This is an optimization exercise on Yosys and OpenROAD, whose aim is small area, a short achievable clock period and few clock cycles, not a production implementation. Function was checked by simulation only, so behaviour that the tests miss may differ from the original. Power and IR drop assume default switching activity.

## design/flow/flow/run.sh

```bash
#!/bin/bash
# Standard layout, with faster cells for the port buffers, and a clock tree
# of strong buffers above smaller leaf buffers.
set -euo pipefail
cd "$(dirname "$0")/.."
export BUFFER_PORTS_ARGS="-buffer_cell sky130_fd_sc_hd__buf_4"
export CTS_ARGS="-sink_clustering_enable -repair_clock_nets -sink_clustering_size 16 -sink_clustering_max_diameter 40 -root_buf sky130_fd_sc_hd__clkbuf_16 -buf_list sky130_fd_sc_hd__clkbuf_16 -sink_clustering_buffer sky130_fd_sc_hd__clkbuf_8"
bash standard.sh finish > standard.log 2>&1
```

## design/flow/standard.sh

```bash
#!/bin/bash
# synth_recipe.tcl (not shown) runs the flow's synth.tcl, then flattens the netlist and writes it again
# the make line also repeats each setting of config.mk as NAME=value (left out here)
make -C /OpenROAD-flow-scripts/flow DESIGN_CONFIG=/design/flow/config.mk WORK_HOME=/design/flow/orfs CLKGATE_MAP_FILE= SYNTH_SCRIPT=/design/flow/synth_recipe.tcl "${@:-finish}"
```

## design/flow/config.mk

```make
export PLATFORM = sky130hd
export DESIGN_NAME = rps_serial_core
export DESIGN_NICKNAME = rps_serial_core
export VERILOG_FILES = /design/flow/design.v
export SDC_FILE = /design/flow/constraint.sdc
export NUM_CORES = 4
export LEC_CHECK = 0
export ABC_AREA = 1
export CAP_MARGIN = 20
export CORE_MARGIN = 2
export CORE_UTILIZATION = 72
export PLACE_DENSITY = 0.8
export SLEW_MARGIN = 20
```

## design/flow/constraint.sdc

```tcl
create_clock -name core_clock -period 110.0 [get_ports {clk}]
set_input_delay 22.0000 -clock core_clock [delete_from_list [all_inputs] [get_ports {clk}]]
set_output_delay 22.0000 -clock core_clock [all_outputs]
set_load 0.01 [all_outputs]
```

## design/flow/design.v

```verilog
module rps_serial_core (
    input  wire       clk,
    input  wire       rst,         
    input  wire       drv_ready,   
    input  wire [7:0] in_port,     
    input  wire [9:0] dist_mm,     
    input  wire       tick,        
    input  wire       rx_valid,
    input  wire [7:0] rx_data,
    output wire       rx_ready,
    output wire       tx_valid,
    output wire [7:0] tx_data,
    input  wire       tx_ready,
    output wire [7:0] out_port     
);
    localparam [1:0] D_HUNT = 2'd0, D_LEN = 2'd1, D_PAY = 2'd2;
    localparam [2:0] R_OKAY = 3'd0, R_NC = 3'd1, R_IBIT = 3'd2, R_IMOT = 3'd3,
                     R_UNK  = 3'd4, R_POLL = 3'd5, R_XDOM = 3'd6;
    localparam [3:0] K_POLL = 4'd0, K_O = 4'd1, K_RESET = 4'd2, K_XDOM = 4'd3,
                     K_MD = 4'd4, K_MP = 4'd5, K_TRUE = 4'd6, K_FALSE = 4'd7,
                     K_STOP = 4'd8, K_FWD = 4'd9, K_REV = 4'd10, K_NONE = 4'd15;
    localparam [2:0] T_IDLE = 3'd0, T_H1 = 3'd1, T_H2 = 3'd2, T_ROM = 3'd3,
                     T_ECHO = 3'd4, T_NL = 3'd5, T_POLL = 3'd6;
    localparam [1:0] C_EQ = 2'd0, C_LT = 2'd1, C_GT = 2'd2;
    localparam integer TAP = 7;
    localparam [4:0] RD_WRAP = (16 + TAP + 1) % 17;
    localparam [7:0] A_PROB = 8'd0;
    localparam [7:0] A_NC = 8'd8;
    localparam [7:0] A_IBIT = 8'd48;
    localparam [7:0] A_IMOT = 8'd60;
    localparam [7:0] A_UNK = 8'd79;
    localparam [7:0] A_XDOM = 8'd97;
    localparam [7:0] A_OKAY = 8'd189;
    function [7:0] kw_ch(input [7:0] kp);
        case (kp)
            8'h00: kw_ch = 8'h70;
            8'h01: kw_ch = 8'h6f;
            8'h02: kw_ch = 8'h6c;
            8'h03: kw_ch = 8'h6c;
            8'h10: kw_ch = 8'h6f;
            8'h20: kw_ch = 8'h72;
            8'h21: kw_ch = 8'h65;
            8'h22: kw_ch = 8'h73;
            8'h23: kw_ch = 8'h65;
            8'h24: kw_ch = 8'h74;
            8'h25: kw_ch = 8'h5f;
            8'h26: kw_ch = 8'h61;
            8'h27: kw_ch = 8'h6c;
            8'h28: kw_ch = 8'h6c;
            8'h30: kw_ch = 8'h63;
            8'h31: kw_ch = 8'h72;
            8'h32: kw_ch = 8'h6f;
            8'h33: kw_ch = 8'h73;
            8'h34: kw_ch = 8'h73;
            8'h35: kw_ch = 8'h64;
            8'h36: kw_ch = 8'h6f;
            8'h37: kw_ch = 8'h6d;
            8'h38: kw_ch = 8'h61;
            8'h39: kw_ch = 8'h69;
            8'h3a: kw_ch = 8'h6e;
            8'h3b: kw_ch = 8'h2e;
            8'h3c: kw_ch = 8'h78;
            8'h3d: kw_ch = 8'h6d;
            8'h3e: kw_ch = 8'h6c;
            8'h40: kw_ch = 8'h6d;
            8'h41: kw_ch = 8'h64;
            8'h50: kw_ch = 8'h6d;
            8'h51: kw_ch = 8'h70;
            8'h60: kw_ch = 8'h74;
            8'h61: kw_ch = 8'h72;
            8'h62: kw_ch = 8'h75;
            8'h63: kw_ch = 8'h65;
            8'h70: kw_ch = 8'h66;
            8'h71: kw_ch = 8'h61;
            8'h72: kw_ch = 8'h6c;
            8'h73: kw_ch = 8'h73;
            8'h74: kw_ch = 8'h65;
            8'h80: kw_ch = 8'h53;
            8'h81: kw_ch = 8'h74;
            8'h82: kw_ch = 8'h6f;
            8'h83: kw_ch = 8'h70;
            8'h84: kw_ch = 8'h70;
            8'h85: kw_ch = 8'h65;
            8'h86: kw_ch = 8'h64;
            8'h90: kw_ch = 8'h46;
            8'h91: kw_ch = 8'h6f;
            8'h92: kw_ch = 8'h72;
            8'h93: kw_ch = 8'h77;
            8'h94: kw_ch = 8'h61;
            8'h95: kw_ch = 8'h72;
            8'h96: kw_ch = 8'h64;
            8'ha0: kw_ch = 8'h52;
            8'ha1: kw_ch = 8'h65;
            8'ha2: kw_ch = 8'h76;
            8'ha3: kw_ch = 8'h65;
            8'ha4: kw_ch = 8'h72;
            8'ha5: kw_ch = 8'h73;
            8'ha6: kw_ch = 8'h65;
            default: kw_ch = 8'h00;
        endcase
    endfunction
    function [3:0] lim_dig(input [3:0] i);
        case (i)
            4'd0: lim_dig = 4'd2; 4'd1: lim_dig = 4'd1; 4'd2: lim_dig = 4'd4;
            4'd3: lim_dig = 4'd7; 4'd4: lim_dig = 4'd4; 4'd5: lim_dig = 4'd8;
            4'd6: lim_dig = 4'd3; 4'd7: lim_dig = 4'd6; 4'd8: lim_dig = 4'd4;
            default: lim_dig = 4'd8;
        endcase
    endfunction
    function [3:0] inc15(input [3:0] x);
        inc15 = (x == 4'd14) ? 4'd0 : x + 4'd1;
    endfunction
    function [4:0] inc17(input [4:0] x);
        inc17 = (x == 5'd16) ? 5'd0 : x + 5'd1;
    endfunction
    reg       drv_q;
    reg [6:0] in_q;
    reg [2:0] ndig;           
    always @(posedge clk) begin
        drv_q  <= drv_ready;
        in_q   <= in_port[6:0];
        ndig   <= (dist_mm >= 10'd1000) ? 3'd4 : (dist_mm >= 10'd100) ? 3'd3 :
                  (dist_mm >= 10'd10) ? 3'd2 : 3'd1;
    end
    reg [4:0] ph;
    always @(posedge clk)
        if (rst) ph <= 5'd0;
        else     ph <= inc17(ph);
    reg       rx_rdy;
    reg       hv, tv;
    reg [7:0] hb, tb;
    wire      take;                        
    wire      fire = rx_valid & rx_rdy;
    wire      hv1  = take ? tv : hv;       
    assign rx_ready = rx_rdy;
    always @(posedge clk) begin
        if (rst) begin
            hv <= 1'b0; tv <= 1'b0; rx_rdy <= 1'b1;
        end else begin
            hv <= hv1 | fire;
            tv <= (tv & ~take) | (fire & hv1);
            rx_rdy <= ~((tv & ~take) | (fire & hv1));
        end
        if (!hv1)      hb <= rx_data;
        else if (take) hb <= tb;
        if (hv1 && (take || !tv)) tb <= rx_data;
    end
    reg [1:0] dst;
    reg [7:0] flen;           
    reg [7:0] j;              
    reg       fin, act;       
    reg [2:0] nseg;           
    reg [3:0] kw;             
    reg [3:0] pos;            
    reg       alive;          
    reg       neg, dig, bad;  
    reg [3:0] sig;            
    reg [1:0] cmp;            
    reg [2:0] val;            
    reg [1:0] pq;             
    reg       found;
    reg [3:0] name;           
    reg       c_ok, c01, c1;  
    reg       v_ok;           
    reg [2:0] v;              
    reg [3:0] wc;             
    reg [4:0] exps;           
    reg [3:0] fc;             
    reg [4:0] fs;             
    reg       o1, o2;
    reg [3:0] mot;            
    reg [1:0] dir0, dir1;
    reg [2:0] pow0, pow1;
    reg [1:0] t4, t3;
    reg [2:0] tst;
    reg [2:0] tk;
    reg [7:0] tl;             
    reg [7:0] ra;             
    reg [3:0] rc;             
    reg [4:0] rs;             
    reg [1:0] t_o;            
    wire [3:0] pl = ra[7:4];  
    wire [3:0] pc = ra[3:0];  
    wire [11:0] bcd = {tl, rc};   
    wire [3:0] dd = rs[3:0];      
    reg       prot;           
    reg       plong;          
    reg       pend;           
    localparam integer QD = 3;
    localparam integer QW = 5;
    reg [QW*QD-1:0] qd;
    reg [QD-1:0]    qv;
    reg [1:0] eh;             
    reg [7:0] txd;
    reg       txv;
    wire [7:0] kch    = kw_ch({kw, pos});
    wire       match  = alive && (kch == 8'h00);    
    wire       int_ok = dig && !bad &&
                        ((sig < 4'd10) || ((sig == 4'd10) && (neg ? (cmp != C_GT) : (cmp == C_LT))));
    wire       is0    = (val == 3'd0);
    wire       is1    = !neg && (val == 3'd1);
    wire [2:0] pw     = neg ? 3'd0 : ((val >= 3'd6) ? 3'd6 : val);
    wire [3:0] seg_name = (match && kw <= K_MP) ? kw : K_NONE;
    wire [1:0] seg_dir  = (match && kw == K_FWD) ? 2'd1 :
                          (match && kw == K_REV) ? 2'd2 : 2'd0;
    reg        s3_ok;
    reg  [2:0] s3_v;
    always @(*) begin
        s3_ok = 1'b0; s3_v = 3'd0;
        case (name)
            K_O:  begin s3_ok = match && (kw == K_TRUE || kw == K_FALSE);
                        s3_v = {2'd0, kw == K_TRUE}; end
            K_MD: begin s3_ok = 1'b1; s3_v = {1'b0, seg_dir}; end
            K_MP: begin s3_ok = int_ok; s3_v = pw; end
            default: ;
        endcase
    end
    wire ok3 = (nseg >= 3'd3) && c_ok && v_ok;
    reg [2:0] kind;
    always @(*) begin
        kind = R_UNK;
        if (nseg != 3'd0) begin
            case (name)
                K_POLL:  kind = drv_q ? R_POLL : R_NC;
                K_RESET: kind = R_OKAY;
                K_XDOM:  kind = R_XDOM;
                K_O:     if (ok3) kind = c01 ? R_OKAY : R_IBIT;
                K_MD, K_MP: if (ok3) kind = c01 ? R_OKAY : R_IMOT;
                default: kind = R_UNK;
            endcase
        end
    end
    wire do_set = act && (nseg != 3'd0) && ok3 && c01;
    wire       qne     = qv[0];
    wire       dec     = act & found;               
    wire       hold    = qne | pend | dec;
    wire       push;
    wire       tx_load = (tst == T_IDLE) && hold && push;
    wire       q_pop   = tx_load && qne;
    wire       p_load  = tx_load && !qne;           
    wire       q_push  = dec && (kind != R_UNK) && !p_load;
    wire       pend_n  = (pend | (dec && kind == R_UNK)) && !p_load;
    wire [2:0] r_kind  = qne ? qd[4:2] : kind;
    wire [1:0] r_o     = qne ? qd[1:0] : {o2, o1};
    reg  [QD-1:0]    qv_n;
    reg  [QW*QD-1:0] qd_n;
    integer qi;
    always @(*) begin
        qv_n = q_pop ? (qv >> 1) : qv;
        qd_n = q_pop ? (qd >> QW) : qd;
        if (q_push) begin
            if (!qv_n[0]) qd_n[QW-1:0] = {kind, o2, o1};
            for (qi = 1; qi < QD; qi = qi + 1)
                if (qv_n[qi-1] && !qv_n[qi]) qd_n[QW*qi +: QW] = {kind, o2, o1};
            qv_n = {qv_n[QD-2:0], 1'b1};
        end
    end
    wire       first   = (j == 8'd0);
    wire       adv     = first || (exps == 5'd0);
    wire       pay_ok  = (first || (ph == exps)) && (!adv || !prot || (!plong && wcol != rc));
    wire [3:0] wcol    = adv ? inc15(wc) : wc;
    assign take = hv && ((dst == D_HUNT) ||
                         (dst == D_LEN && !pend && !(dec && kind == R_UNK) &&
                          !(dec ? qv[QD-2] : qv[QD-1])) ||
                         (dst == D_PAY && pay_ok));
    wire       wr      = take && (dst == D_PAY);
    wire       is_dig  = (hb >= "0") && (hb <= "9");
    wire [3:0] dval    = hb[3:0];
    always @(posedge clk) begin
        if (rst) begin
            dst <= D_HUNT; fin <= 1'b0; act <= 1'b0; wc <= 4'd0;
        end else begin
            act <= fin;
            fin <= 1'b0;
            if (take) begin
                case (dst)
                    D_HUNT: if (hb == 8'haa) dst <= D_LEN;
                    D_LEN: begin
                        dst <= (hb == 8'd0) ? D_HUNT : D_PAY;
                    end
                    default: begin
                        if (j + 8'd1 == flen) begin
                            dst <= D_HUNT;
                            fin <= 1'b1;
                        end
                    end
                endcase
            end
            if (wr) wc <= wcol;
        end
        if (take && dst == D_LEN) begin
            flen <= hb;
            j    <= 8'd0;
        end else if (wr)
            j <= j + 8'd1;
        if (wr) begin
            exps <= inc17(ph);
            if (first) begin
                fc <= wcol; fs <= ph;
            end
        end
        if (take && dst == D_LEN) begin
            nseg <= 3'd0; name <= K_NONE; pq <= 2'd0; found <= 1'b0;
        end
        if ((take && dst == D_LEN) || (wr && hb == "/")) begin
            kw <= K_NONE; pos <= 4'd0; alive <= 1'b1;
            neg <= 1'b0; dig <= 1'b0; bad <= 1'b0;
            sig <= 4'd0; cmp <= C_EQ; val <= 3'd0;
        end else if (wr && nseg != 3'd0) begin
            if (pos != 4'd15) pos <= pos + 4'd1;
            if (pos == 4'd0) begin
                alive <= 1'b1;
                if (nseg == 3'd1) begin
                    case (hb)
                        "p": kw <= K_POLL;
                        "o": kw <= K_O;
                        "r": kw <= K_RESET;
                        "c": kw <= K_XDOM;
                        "m": kw <= K_MD;
                        default: alive <= 1'b0;
                    endcase
                end else if (nseg == 3'd3) begin
                    case (hb)
                        "t": kw <= K_TRUE;
                        "f": kw <= K_FALSE;
                        "S": kw <= K_STOP;
                        "F": kw <= K_FWD;
                        "R": kw <= K_REV;
                        default: alive <= 1'b0;
                    endcase
                end else
                    alive <= 1'b0;
            end else if (kw == K_MD && pos == 4'd1 && hb == "p")
                kw <= K_MP;
            else if (!(kch != 8'h00 && hb == kch))
                alive <= 1'b0;
            if (hb == "-" && pos == 4'd0)
                neg <= 1'b1;
            else if (is_dig) begin
                dig <= 1'b1;
                if (sig != 4'd0 || dval != 4'd0) begin
                    if (sig != 4'd11) sig <= sig + 4'd1;
                    if (sig < 4'd10 && cmp == C_EQ)
                        cmp <= (dval < lim_dig(sig)) ? C_LT :
                               (dval > lim_dig(sig)) ? C_GT : C_EQ;
                end
                val <= (val == 3'd0) ? ((dval > 4'd7) ? 3'd7 : dval[2:0]) : 3'd7;
            end else
                bad <= 1'b1;
        end
        if ((wr && hb == "/") || fin) begin
            case (nseg)
                3'd1: name <= seg_name;
                3'd2: begin c_ok <= int_ok; c01 <= is0 | is1; c1 <= is1; end
                3'd3: begin v_ok <= s3_ok; v <= s3_v; end
                default: ;
            endcase
        end
        if (wr && hb == "/" && nseg != 3'd4)
            nseg <= nseg + 3'd1;
        if (wr) begin
            case (pq)
                2'd0: pq <= (hb == "p") ? 2'd1 : 2'd0;
                2'd1: pq <= (hb == "o") ? 2'd2 : (hb == "p") ? 2'd1 : 2'd0;
                2'd2: pq <= (hb == "l") ? 2'd3 : (hb == "p") ? 2'd1 : 2'd0;
                default: begin
                    if (hb == "l") found <= 1'b1;
                    pq <= (hb == "p") ? 2'd1 : 2'd0;
                end
            endcase
        end
    end
    wire [119:0] ring_top;
    genvar gc;
    generate
        for (gc = 0; gc < 15; gc = gc + 1) begin : g_col
            reg [135:0] r;
            always @(posedge clk)
                r <= {r[127:0], (wr && wcol == gc) ? hb : r[135:128]};
            assign ring_top[gc*8 +: 8] = r[8*TAP +: 8];
        end
    endgenerate
    wire [7:0] ring_rd = ring_top[rc*8 +: 8];
    wire [5:0] fs_t  = {1'b0, fs} + TAP + 6'd1;
    wire [4:0] fs_rd = (fs_t >= 6'd17) ? fs_t[4:0] - 5'd17 : fs_t[4:0];
    function on_now(input [2:0] p, input [1:0] m4, input [1:0] m3);
        case (p)
            3'd0: on_now = 1'b0;
            3'd1: on_now = (m4 == 2'd3);
            3'd2: on_now = (m3 == 2'd2);
            3'd3: on_now = m4[0];
            3'd4: on_now = (m3 != 2'd0);
            3'd5: on_now = (m4 != 2'd0);
            default: on_now = 1'b1;
        endcase
    endfunction
    wire on0 = on_now(pow0, t4, t3);
    wire on1 = on_now(pow1, t4, t3);
    wire [3:0] mot_nx = {on1 && dir1 == 2'd2, on1 && dir1 == 2'd1,
                         on0 && dir0 == 2'd2, on0 && dir0 == 2'd1};
    always @(posedge clk) begin
        if (rst) begin
            o1 <= 1'b0; o2 <= 1'b0; mot <= 4'd0;
            dir0 <= 2'd0; dir1 <= 2'd0; pow0 <= 3'd0; pow1 <= 3'd0;
            t4 <= 2'd0; t3 <= 2'd0;
        end else begin
            if (tick && drv_q) begin
                mot <= mot_nx;
                t4  <= t4 + 2'd1;
                t3  <= (t3 == 2'd2) ? 2'd0 : t3 + 2'd1;
            end
            if (act && (nseg != 3'd0) && name == K_RESET) begin
                dir0 <= 2'd0; dir1 <= 2'd0;
            end
            if (do_set) begin
                case (name)
                    K_O:  if (c1) o2 <= v[0]; else o1 <= v[0];
                    K_MD: if (c1) dir1 <= v[1:0]; else dir0 <= v[1:0];
                    K_MP: if (c1) pow1 <= v; else pow0 <= v;
                    default: ;
                endcase
            end
        end
    end
    assign out_port = {mot, 1'b0, o2, o1, 1'b0};
    reg [7:0] rom_q;
    always @(*) begin
        case (ra)
            8'd0: rom_q = 8'h5f;
            8'd1: rom_q = 8'h70;
            8'd2: rom_q = 8'h72;
            8'd3: rom_q = 8'h6f;
            8'd4: rom_q = 8'h62;
            8'd5: rom_q = 8'h6c;
            8'd6: rom_q = 8'h65;
            8'd7: rom_q = 8'hed;
            8'd8: rom_q = 8'h20;
            8'd9: rom_q = 8'h54;
            8'd10: rom_q = 8'h68;
            8'd11: rom_q = 8'h65;
            8'd12: rom_q = 8'h20;
            8'd13: rom_q = 8'h44;
            8'd14: rom_q = 8'h69;
            8'd15: rom_q = 8'h67;
            8'd16: rom_q = 8'h69;
            8'd17: rom_q = 8'h74;
            8'd18: rom_q = 8'h61;
            8'd19: rom_q = 8'h6c;
            8'd20: rom_q = 8'h20;
            8'd21: rom_q = 8'h32;
            8'd22: rom_q = 8'h20;
            8'd23: rom_q = 8'h50;
            8'd24: rom_q = 8'h69;
            8'd25: rom_q = 8'h66;
            8'd26: rom_q = 8'h61;
            8'd27: rom_q = 8'h63;
            8'd28: rom_q = 8'h65;
            8'd29: rom_q = 8'h20;
            8'd30: rom_q = 8'h69;
            8'd31: rom_q = 8'h73;
            8'd32: rom_q = 8'h20;
            8'd33: rom_q = 8'h6e;
            8'd34: rom_q = 8'h6f;
            8'd35: rom_q = 8'h74;
            8'd36: rom_q = 8'h20;
            8'd37: rom_q = 8'h63;
            8'd38: rom_q = 8'h6f;
            8'd39: rom_q = 8'h6e;
            8'd40: rom_q = 8'h6e;
            8'd41: rom_q = 8'h65;
            8'd42: rom_q = 8'h63;
            8'd43: rom_q = 8'h74;
            8'd44: rom_q = 8'h65;
            8'd45: rom_q = 8'h64;
            8'd46: rom_q = 8'h2e;
            8'd47: rom_q = 8'h8a;
            8'd48: rom_q = 8'h20;
            8'd49: rom_q = 8'h69;
            8'd50: rom_q = 8'h6e;
            8'd51: rom_q = 8'h76;
            8'd52: rom_q = 8'h61;
            8'd53: rom_q = 8'h6c;
            8'd54: rom_q = 8'h69;
            8'd55: rom_q = 8'h64;
            8'd56: rom_q = 8'h20;
            8'd57: rom_q = 8'h62;
            8'd58: rom_q = 8'h69;
            8'd59: rom_q = 8'hf4;
            8'd60: rom_q = 8'h3a;
            8'd61: rom_q = 8'h20;
            8'd62: rom_q = 8'h69;
            8'd63: rom_q = 8'h6e;
            8'd64: rom_q = 8'h76;
            8'd65: rom_q = 8'h61;
            8'd66: rom_q = 8'h6c;
            8'd67: rom_q = 8'h69;
            8'd68: rom_q = 8'h64;
            8'd69: rom_q = 8'h20;
            8'd70: rom_q = 8'h6d;
            8'd71: rom_q = 8'h6f;
            8'd72: rom_q = 8'h74;
            8'd73: rom_q = 8'h6f;
            8'd74: rom_q = 8'h72;
            8'd75: rom_q = 8'h20;
            8'd76: rom_q = 8'h69;
            8'd77: rom_q = 8'h64;
            8'd78: rom_q = 8'h8a;
            8'd79: rom_q = 8'h20;
            8'd80: rom_q = 8'h75;
            8'd81: rom_q = 8'h6e;
            8'd82: rom_q = 8'h6b;
            8'd83: rom_q = 8'h6e;
            8'd84: rom_q = 8'h6f;
            8'd85: rom_q = 8'h77;
            8'd86: rom_q = 8'h6e;
            8'd87: rom_q = 8'h20;
            8'd88: rom_q = 8'h63;
            8'd89: rom_q = 8'h6f;
            8'd90: rom_q = 8'h6d;
            8'd91: rom_q = 8'h6d;
            8'd92: rom_q = 8'h61;
            8'd93: rom_q = 8'h6e;
            8'd94: rom_q = 8'h64;
            8'd95: rom_q = 8'h3a;
            8'd96: rom_q = 8'ha0;
            8'd97: rom_q = 8'h3c;
            8'd98: rom_q = 8'h63;
            8'd99: rom_q = 8'h72;
            8'd100: rom_q = 8'h6f;
            8'd101: rom_q = 8'h73;
            8'd102: rom_q = 8'h73;
            8'd103: rom_q = 8'h2d;
            8'd104: rom_q = 8'h64;
            8'd105: rom_q = 8'h6f;
            8'd106: rom_q = 8'h6d;
            8'd107: rom_q = 8'h61;
            8'd108: rom_q = 8'h69;
            8'd109: rom_q = 8'h6e;
            8'd110: rom_q = 8'h2d;
            8'd111: rom_q = 8'h70;
            8'd112: rom_q = 8'h6f;
            8'd113: rom_q = 8'h6c;
            8'd114: rom_q = 8'h69;
            8'd115: rom_q = 8'h63;
            8'd116: rom_q = 8'h79;
            8'd117: rom_q = 8'h3e;
            8'd118: rom_q = 8'h3c;
            8'd119: rom_q = 8'h61;
            8'd120: rom_q = 8'h6c;
            8'd121: rom_q = 8'h6c;
            8'd122: rom_q = 8'h6f;
            8'd123: rom_q = 8'h77;
            8'd124: rom_q = 8'h2d;
            8'd125: rom_q = 8'h61;
            8'd126: rom_q = 8'h63;
            8'd127: rom_q = 8'h63;
            8'd128: rom_q = 8'h65;
            8'd129: rom_q = 8'h73;
            8'd130: rom_q = 8'h73;
            8'd131: rom_q = 8'h2d;
            8'd132: rom_q = 8'h66;
            8'd133: rom_q = 8'h72;
            8'd134: rom_q = 8'h6f;
            8'd135: rom_q = 8'h6d;
            8'd136: rom_q = 8'h20;
            8'd137: rom_q = 8'h64;
            8'd138: rom_q = 8'h6f;
            8'd139: rom_q = 8'h6d;
            8'd140: rom_q = 8'h61;
            8'd141: rom_q = 8'h69;
            8'd142: rom_q = 8'h6e;
            8'd143: rom_q = 8'h3d;
            8'd144: rom_q = 8'h22;
            8'd145: rom_q = 8'h2a;
            8'd146: rom_q = 8'h22;
            8'd147: rom_q = 8'h20;
            8'd148: rom_q = 8'h74;
            8'd149: rom_q = 8'h6f;
            8'd150: rom_q = 8'h2d;
            8'd151: rom_q = 8'h70;
            8'd152: rom_q = 8'h6f;
            8'd153: rom_q = 8'h72;
            8'd154: rom_q = 8'h74;
            8'd155: rom_q = 8'h73;
            8'd156: rom_q = 8'h3d;
            8'd157: rom_q = 8'h22;
            8'd158: rom_q = 8'h35;
            8'd159: rom_q = 8'h30;
            8'd160: rom_q = 8'h32;
            8'd161: rom_q = 8'h31;
            8'd162: rom_q = 8'h30;
            8'd163: rom_q = 8'h22;
            8'd164: rom_q = 8'h2f;
            8'd165: rom_q = 8'h3e;
            8'd166: rom_q = 8'h3c;
            8'd167: rom_q = 8'h2f;
            8'd168: rom_q = 8'h63;
            8'd169: rom_q = 8'h72;
            8'd170: rom_q = 8'h6f;
            8'd171: rom_q = 8'h73;
            8'd172: rom_q = 8'h73;
            8'd173: rom_q = 8'h2d;
            8'd174: rom_q = 8'h64;
            8'd175: rom_q = 8'h6f;
            8'd176: rom_q = 8'h6d;
            8'd177: rom_q = 8'h61;
            8'd178: rom_q = 8'h69;
            8'd179: rom_q = 8'h6e;
            8'd180: rom_q = 8'h2d;
            8'd181: rom_q = 8'h70;
            8'd182: rom_q = 8'h6f;
            8'd183: rom_q = 8'h6c;
            8'd184: rom_q = 8'h69;
            8'd185: rom_q = 8'h63;
            8'd186: rom_q = 8'h79;
            8'd187: rom_q = 8'h3e;
            8'd188: rom_q = 8'h8a;
            8'd189: rom_q = 8'h6f;
            8'd190: rom_q = 8'h6b;
            8'd191: rom_q = 8'h61;
            8'd192: rom_q = 8'h79;
            8'd193: rom_q = 8'h8a;
            default: rom_q = 8'h80;
        endcase
    end
    reg       pbit;
    reg [2:0] pnum;
    always @(*) begin
        case (pl)
            4'd0: begin pbit = in_q[0]; pnum = 3'd0; end
            4'd1: begin pbit = in_q[1]; pnum = 3'd1; end
            4'd2: begin pbit = t_o[0];  pnum = 3'd0; end
            4'd3: begin pbit = in_q[2]; pnum = 3'd2; end
            4'd4: begin pbit = t_o[1];  pnum = 3'd1; end
            4'd5: begin pbit = in_q[3]; pnum = 3'd3; end
            4'd6: begin pbit = in_q[4]; pnum = 3'd4; end
            4'd7: begin pbit = in_q[5]; pnum = 3'd5; end
            default: begin pbit = in_q[6]; pnum = 3'd6; end
        endcase
    end
    wire [2:0] dr   = ndig - 3'd1 - (pc[2:0] - 3'd2);    
    wire [3:0] dsel = (dr == 3'd0) ? bcd[3:0] : (dr == 3'd1) ? bcd[7:4] :
                      (dr == 3'd2) ? bcd[11:8] : 4'd1;
    wire       pl_last = (pl == 4'd9) ? (pc == {1'b0, ndig} + 4'd2) :
                                        (pbit ? (pc == 4'd8) : (pc == 4'd9));
    reg [7:0] pchar;
    always @(*) begin
        if (pl == 4'd9) begin
            if (pc == 4'd0)      pchar = "d";
            else if (pc == 4'd1) pchar = " ";
            else if (pl_last)    pchar = 8'h0a;
            else                 pchar = {4'h3, dsel};
        end else begin
            case (pc)
                4'd0: pchar = (pl == 4'd2 || pl == 4'd4) ? "o" : "i";
                4'd1: pchar = "/";
                4'd2: pchar = {5'b00110, pnum};
                4'd3: pchar = " ";
                4'd4: pchar = pbit ? "t" : "f";
                4'd5: pchar = pbit ? "r" : "a";
                4'd6: pchar = pbit ? "u" : "l";
                4'd7: pchar = pbit ? "e" : "s";
                4'd8: pchar = pbit ? 8'h0a : "e";
                default: pchar = 8'h0a;
            endcase
        end
    end
    wire       idle  = (tst == T_IDLE);
    wire [2:0] ck    = idle ? r_kind : tk;
    wire [7:0] cl    = idle ? flen : tl;
    wire [1:0] co    = idle ? r_o : t_o;
    wire [3:0] nf = {3'd0, ~in_q[0]} + {3'd0, ~in_q[1]} + {3'd0, ~in_q[2]} +
                    {3'd0, ~in_q[3]} + {3'd0, ~in_q[4]} + {3'd0, ~in_q[5]} +
                    {3'd0, ~in_q[6]} + {3'd0, ~co[0]} + {3'd0, ~co[1]};
    wire [8:0] unk_n = {1'b0, cl} + 9'd27;
    wire       nhi   = (ck == R_UNK) && unk_n[8];
    wire       found_now = found || (hv && dst == D_PAY && pq == 2'd3 && hb == "l");
    wire       early = found_now && !hold && ((dst == D_PAY) || fin) &&
                       ((eh == 2'd0) || (eh == 2'd1 && flen < 8'd229));
    wire [7:0] body0 = (ck == R_OKAY) ? A_OKAY : (ck == R_XDOM) ? A_XDOM :
                       (ck == R_POLL) ? 8'd0 : A_PROB;
    reg  [7:0] nlo;
    always @(*) begin
        case (ck)
            R_OKAY:  nlo = 8'd5;
            R_NC:    nlo = 8'd48;
            R_IBIT:  nlo = 8'd20;
            R_IMOT:  nlo = 8'd27;
            R_UNK:   nlo = unk_n[7:0];
            R_POLL:  nlo = 8'd84 + {4'd0, nf} + {5'd0, ndig};
            default: nlo = 8'd92;
        endcase
    end
    reg       pvalid;
    reg [7:0] pbyte;
    always @(*) begin
        pvalid = 1'b1;
        case (tst)
            T_IDLE: begin
                pvalid = hold || early;
                pbyte  = (eh == 2'd0) ? 8'haa : (eh == 2'd1) ? {7'd0, nhi && hold} : nlo;
            end
            T_H1:   pbyte = {7'd0, nhi};
            T_H2:   pbyte = nlo;
            T_ROM:  pbyte = {1'b0, rom_q[6:0]};
            T_ECHO: begin pvalid = (ph == rs); pbyte = ring_rd; end
            T_NL:   pbyte = 8'h0a;
            default: pbyte = pchar;
        endcase
    end
    wire   adv_out = ~txv | tx_ready;        
    assign push = pvalid && adv_out;
    always @(posedge clk) begin
        if (rst) begin
            tst <= T_IDLE; prot <= 1'b0; pend <= 1'b0; qv <= {QD{1'b0}}; eh <= 2'd0;
        end else begin
            pend <= pend_n;
            qv   <= qv_n;
            if (push) begin
                case (tst)
                    T_IDLE: begin
                        if (hold) begin
                            eh  <= 2'd0;
                            tst <= (eh == 2'd0) ? T_H1 : (eh == 2'd1) ? T_H2 :
                                   (r_kind == R_POLL) ? T_POLL : T_ROM;
                        end else
                            eh <= eh + 2'd1;
                    end
                    T_H1:   tst <= T_H2;
                    T_H2:   tst <= (tk == R_POLL) ? T_POLL : T_ROM;
                    T_ROM:  if (rom_q[7] && ra != A_PROB + 8'd7)
                                tst <= (tk == R_UNK) ? T_ECHO : T_IDLE;
                    T_ECHO: if (tl == 8'd1) begin tst <= T_NL; prot <= 1'b0; end
                    T_NL:   tst <= T_IDLE;
                    default: if (pl_last && pl == 4'd9) tst <= T_IDLE;
                endcase
            end
            if (tx_load) begin
                prot   <= (r_kind == R_UNK);
                plong  <= (flen >= 8'd239);
            end
        end
        qd <= qd_n;
        if (tx_load) begin
            tk  <= r_kind;
            tl  <= (r_kind == R_UNK) ? flen : 8'd0;
            rc  <= (r_kind == R_UNK) ? fc : 4'd0;
            rs  <= (r_kind == R_UNK) ? fs_rd : 5'd0;
            t_o <= r_o;
        end else if (tk == R_POLL && dd != 4'd10) begin
            {tl, rc} <= {bcd[10:8] + ((bcd[11:8] >= 4'd5) ? 3'd3 : 3'd0),
                         bcd[7:4]  + ((bcd[7:4]  >= 4'd5) ? 4'd3 : 4'd0),
                         bcd[3:0]  + ((bcd[3:0]  >= 4'd5) ? 4'd3 : 4'd0),
                         dist_mm[4'd9 - dd]};
            rs  <= {1'b0, dd + 4'd1};
        end
        if (push) begin
            case (tst)
                T_IDLE: ra <= body0;
                T_H2:   ra <= body0;
                T_ROM: begin
                    if (rom_q[7])
                        ra <= (tk == R_NC) ? A_NC : (tk == R_IBIT) ? A_IBIT :
                              (tk == R_IMOT) ? A_IMOT : A_UNK;
                    else
                        ra <= ra + 8'd1;
                end
                T_ECHO: begin
                    tl <= tl - 8'd1;
                    rs <= inc17(rs);
                    if (rs == RD_WRAP) rc <= inc15(rc);
                end
                T_POLL: begin
                    if (pl_last) ra <= {pl + 4'd1, 4'd0};
                    else         ra <= ra + 8'd1;
                end
                default: ;
            endcase
        end
    end
    always @(posedge clk) begin
        if (rst) begin
            txv <= 1'b0; txd <= 8'd0;
        end else if (adv_out) begin
            txv <= push;
            if (push) txd <= pbyte;
        end
    end
    assign tx_valid = txv;
    assign tx_data  = txd;
endmodule
```

==> run_results.csv <==
group,metric,value,unit
worst_setup_path,r2r_start,"hb[4]$_DFFE_PP_",
cells_and_area,nets,5152,
logic_synthesis,synth_cell_type_count,68,
worst_setup_path,path_class,"input pin to flip-flop",
worst_setup_path,endpoint_kind,"flip-flop",
worst_setup_path,crit_buf_inv,5,
routing,dr_total_vias,33755,
floorplan,row_count,104,
worst_setup_path,cp_top_family,"simple AND/OR/NAND/NOR gates",
place,place_inst,5913,
sta,worstMarginPinSlew,1.10,ns
worst_setup_path,regToRegSetupSlack,104.92,ns
sta,holdWs,0.306,ns
hold_path,hp-class,"flip-flop to flip-flop",
worst_setup_path,cp-start-kind,"input pin",
clock_network,cts_hold_buf,0,
worst_setup_path,ff2ff_path_depth,20,
logic_synthesis,dominantRegCellSynth,"dfxtp_1",
routing,viasPerCell,5.47,
pwr,ir_worst_vdd,0.0186,mV
worst_setup_path,crit_chain,"buf_4 > nor2_1 > inv_1 > nand3b_4 > clkinv_2 > nand3_1 > nand2_1 > ha_1 > inv_1 > nand2_1 > inv_1 > nor2_1 > o21ai_1 > a21oi_1 > nor2_1 > nand2_1 > nand2_1",
global_routing,grt_pass1_vias,33825,
clock_network,cts_buffer_depth,3,
logic_synthesis,yosysWarnings,1,
pwr,power_density,21.4,nW/um^2
sta,relSlewSlack,26.2,%
logic_synthesis,yosysTopAreaCellShare,74.1,%
worst_setup_path,crit_top_cell,"nand2_1",
worst_setup_path,worstSetupStartpoint,"tx_ready",
outcome,status,"finished clean",
cells_and_area,drive_gt1_share,8.09,%
sta,tns,0,ns
clock_network,numCtsBuffers,181,
clock_network,cts-root-buf,"clkbuf_16",
logic_synthesis,synth_common_cells,"dfxtp_1 (2184), nand2_1 (767), inv_1 (312)",
floorplan,ioPinCount,50,
sta,fin_crit,24.55,ns
floorplan,die_h,290,um
worst_setup_path,cp_slowest_cell,"ha_1",
floorplan,fp.dieArea,84300,um^2
routing,drc,0,
logic_synthesis,synth_most_common_cell,"dfxtp_1",
sta,finalHoldViolCount,0,
logic_synthesis,synth_top_area_cell,"dfxtp_1",
floorplan,die_w,290,um
place,place_congestion,0.965,
worst_setup_path,slowest_delay,0.42,ns
clock_network,cts_num_sinks,2248,
clock_network,h-tree-depth,4,
routing,drt_iter0_drc,3076,
logic_synthesis,yosysSeqAreaShare,77.3,%
sta,setup_viol,0,
logic_synthesis,synthArstFlopShare,0,%
routing,firstDrtPassIters,6,
global_routing,grt_pass1_wl,192,mm
place,dp_hpwl,75.2,mm
cells_and_area,regMostFlops,"g_col.r",
global_routing,grt_max_degree,55,
clock_network,ctsResizeCount,0,
worst_setup_path,crit_path_end,"rom_q[2]$_DFF_P_",
floorplan,fp.coreArea,80800,um^2
logic_synthesis,synthCells,4895,
cells_and_area,instances_no_fill,6170,
logic_synthesis,netlist_top_cells_area,"dfxtp_1 (74%), nand2_1 (4.9%), edfxtp_1 (3.3%)",
sta,fmax,40.7,MHz
logic_synthesis,ys_ff_latch,2248,
sta,finClkSkew,0.0377,ns
cells_and_area,reg_top3,"g_col.r: 2040 flops, qd: 15 flops",
worst_setup_path,cp.depth,17,
logic_synthesis,avgSynthCellArea,12.1,um^2
routing,wl,124,mm
logic_synthesis,syn-cell-area,59000,um^2
routing,wl_per_cell,20.2,um
cells_and_area,area_delta_synth_final,7.90,%
global_routing,antenna_found_initial,5,
routing,ant_nets,0,
floorplan,start_util,73.0,%
pwr,report.power.total,1.36,mW
clock_network,cts_setup_buffers,0,
cells_and_area,largest_reg_flops,2040,
pwr,leakage,26.5,nW
job,cap_viol_max_count,0,
sta,rsz0062_at_grt,"false",
clock_network,cts_tree,"done",
worst_setup_path,crit_arrival,25.19,ns
logic_synthesis,synth_edf_count,64,
clock_network,insertion_delay,0.74,ns
global_routing,grt.overflow.total,0,
worst_setup_path,r2r-end,"rom_q[2]$_DFF_P_",
sta,fin_crit_sh,22.3,%
clock_network,clkTransAtPathRegs,0.09,ns
place,numPortBuffers,46,
sta,slew_viol_final,0,
global_routing,grt_usage,29.5,%
worst_setup_path,crit_required,110.64,ns
worst_setup_path,crit_fanout,20,
[layout make-up]
type | count | area [um^2]
well taps | 1060 | 1330
diodes | 2 | 5.00
clock buffers | 185 | 2780
repair buffers | 64 | 480
flip-flops and latches | 2248 | 45600
fillers | 4557 | 17100
inverters | 348 | 1310
multi-input cells | 2193 | 11500
clock inverters | 70 | 611
[kinds of logic after synthesis]
family	share of synthesized area, %
other cells	0.00635
flops	77.3
xor+xnor	0.564
compound gates	6.10
buf+inv	3.17
fa+ha+maj	1.90
simple gates	10.9
mux	0.0339
[routing by layer]
layer / GRT usage (%) / vias up / routed length, um
met3: 4.54 / 281 / 7360
met1: 40.0 / 16192 / 54100
met5: 0 / - / 0
li1: - / 16091 / -
met2: 48.2 / 1191 / 58600
met4: 11.9 / 0 / 4320
[report_power, final]
part / switching [mW] / internal, mW / total [mW] / leakage, nW
clock: 0.262 / 0.185 / 0.446 / 1.77
sequential: 0.0104 / 0.824 / 0.835 / 18.2
combinational: 0.0553 / 0.0229 / 0.0782 / 6.49
total: 0.327 / 1.03 / 1.36 / 26.5
[cells in the final DEF (no fill, tap or decap), types with 7 or more instances in the layout]
master and instances:
nand2_2 23, o21ai_0 269, inv_2 24, a31oi_1 27, o2111ai_1 11, nor2_4 8
dfxtp_1 2184, clkinvlp_4 7, nand3_2 16, xor2_1 33, a22oi_1 44, inv_1 328
or2_2 9, o31ai_1 8, inv_6 9, o221ai_1 8, a211oi_1 8, edfxtp_1 64
a21oi_1 133, o211ai_1 27, nand4_1 35, clkinv_1 19, nand2_4 10, nor2_2 9
clkbuf_8 164, nand3_1 284, nor3_1 38, nor2_1 214, o21ai_1 29, buf_4 64
clkbuf_16 21, ha_1 75, fa_1 9, nor4_1 11, o22ai_1 17, clkinv_8 7
nand2_1 767
[stage by stage]
stage               util [%]  setup WS, ns  cell area, um^2
floorplan                  -         85.96            59000
global placement        74.6         84.80            60300
detailed placement      74.6         84.82            60300
CTS                     78.8         85.54            63700
global route            78.8         85.28            63700
finish                  78.8         85.45            63700
[how the worst min path moves through the flow]
stage | start | endpoint | slack [ns] | depth (start not counted)
floorplan | g_col[0].r[92]$_DFF_P_ | g_col[0].r[100]$_DFF_P_ | 0.31 | 0
global placement | g_col[8].r[31]$_DFF_P_ | g_col[8].r[39]$_DFF_P_ | 0.31 | 0
detailed placement | g_col[1].r[102]$_DFF_P_ | g_col[1].r[110]$_DFF_P_ | 0.31 | 0
CTS | g_col[5].r[36]$_DFF_P_ | g_col[5].r[44]$_DFF_P_ | 0.30 | 0
global route | g_col[5].r[36]$_DFF_P_ | g_col[5].r[44]$_DFF_P_ | 0.32 | 0
finish | g_col[5].r[36]$_DFF_P_ | g_col[5].r[44]$_DFF_P_ | 0.31 | 0
[worst register-to-register path: cells and delay by family, from the launching register on]
| family | cells | cell delay [ns] |
|---|---|---|
| compound gates | 3 | 0.44 |
| flops | 1 | 0.55 |
| simple gates | 15 | 3.20 |
| buf+inv | 2 | 0.76 |
Testbench counts, summed over its fixed seeds: cycles 22,772.

## afterwards: timing with drivers on the ports
No port has a modelled driver above. Below, the same layout with a new extraction and two added sets of constraints.
Step 1 sets driving cells, clkbuf_16 on the clock port and buf_2 on the other inputs (assumed; they add their load-dependent delay and slew).
Step 2 also shifts input and output timing later by t, the mid clock arrival at the registers, as if the neighbouring blocks saw the same clock.
a / b / c = ideal / step 1 / step 2; a / b = the first two.
shift t [ns]: 0.790
slack for setup (ns): 85.451 / 85.494 / 84.704
hold WS [ns]: 0.306 / 0.306 / 0.306
slew at the worst register clock pin (ns): 0.11 / 0.11
worst data-port slew with drivers (ns): 0.13
After both steps this run still meets setup and hold. For this run, drivers alone change the setup slack by +0.043 ns; drivers and shift together by -0.747 ns.
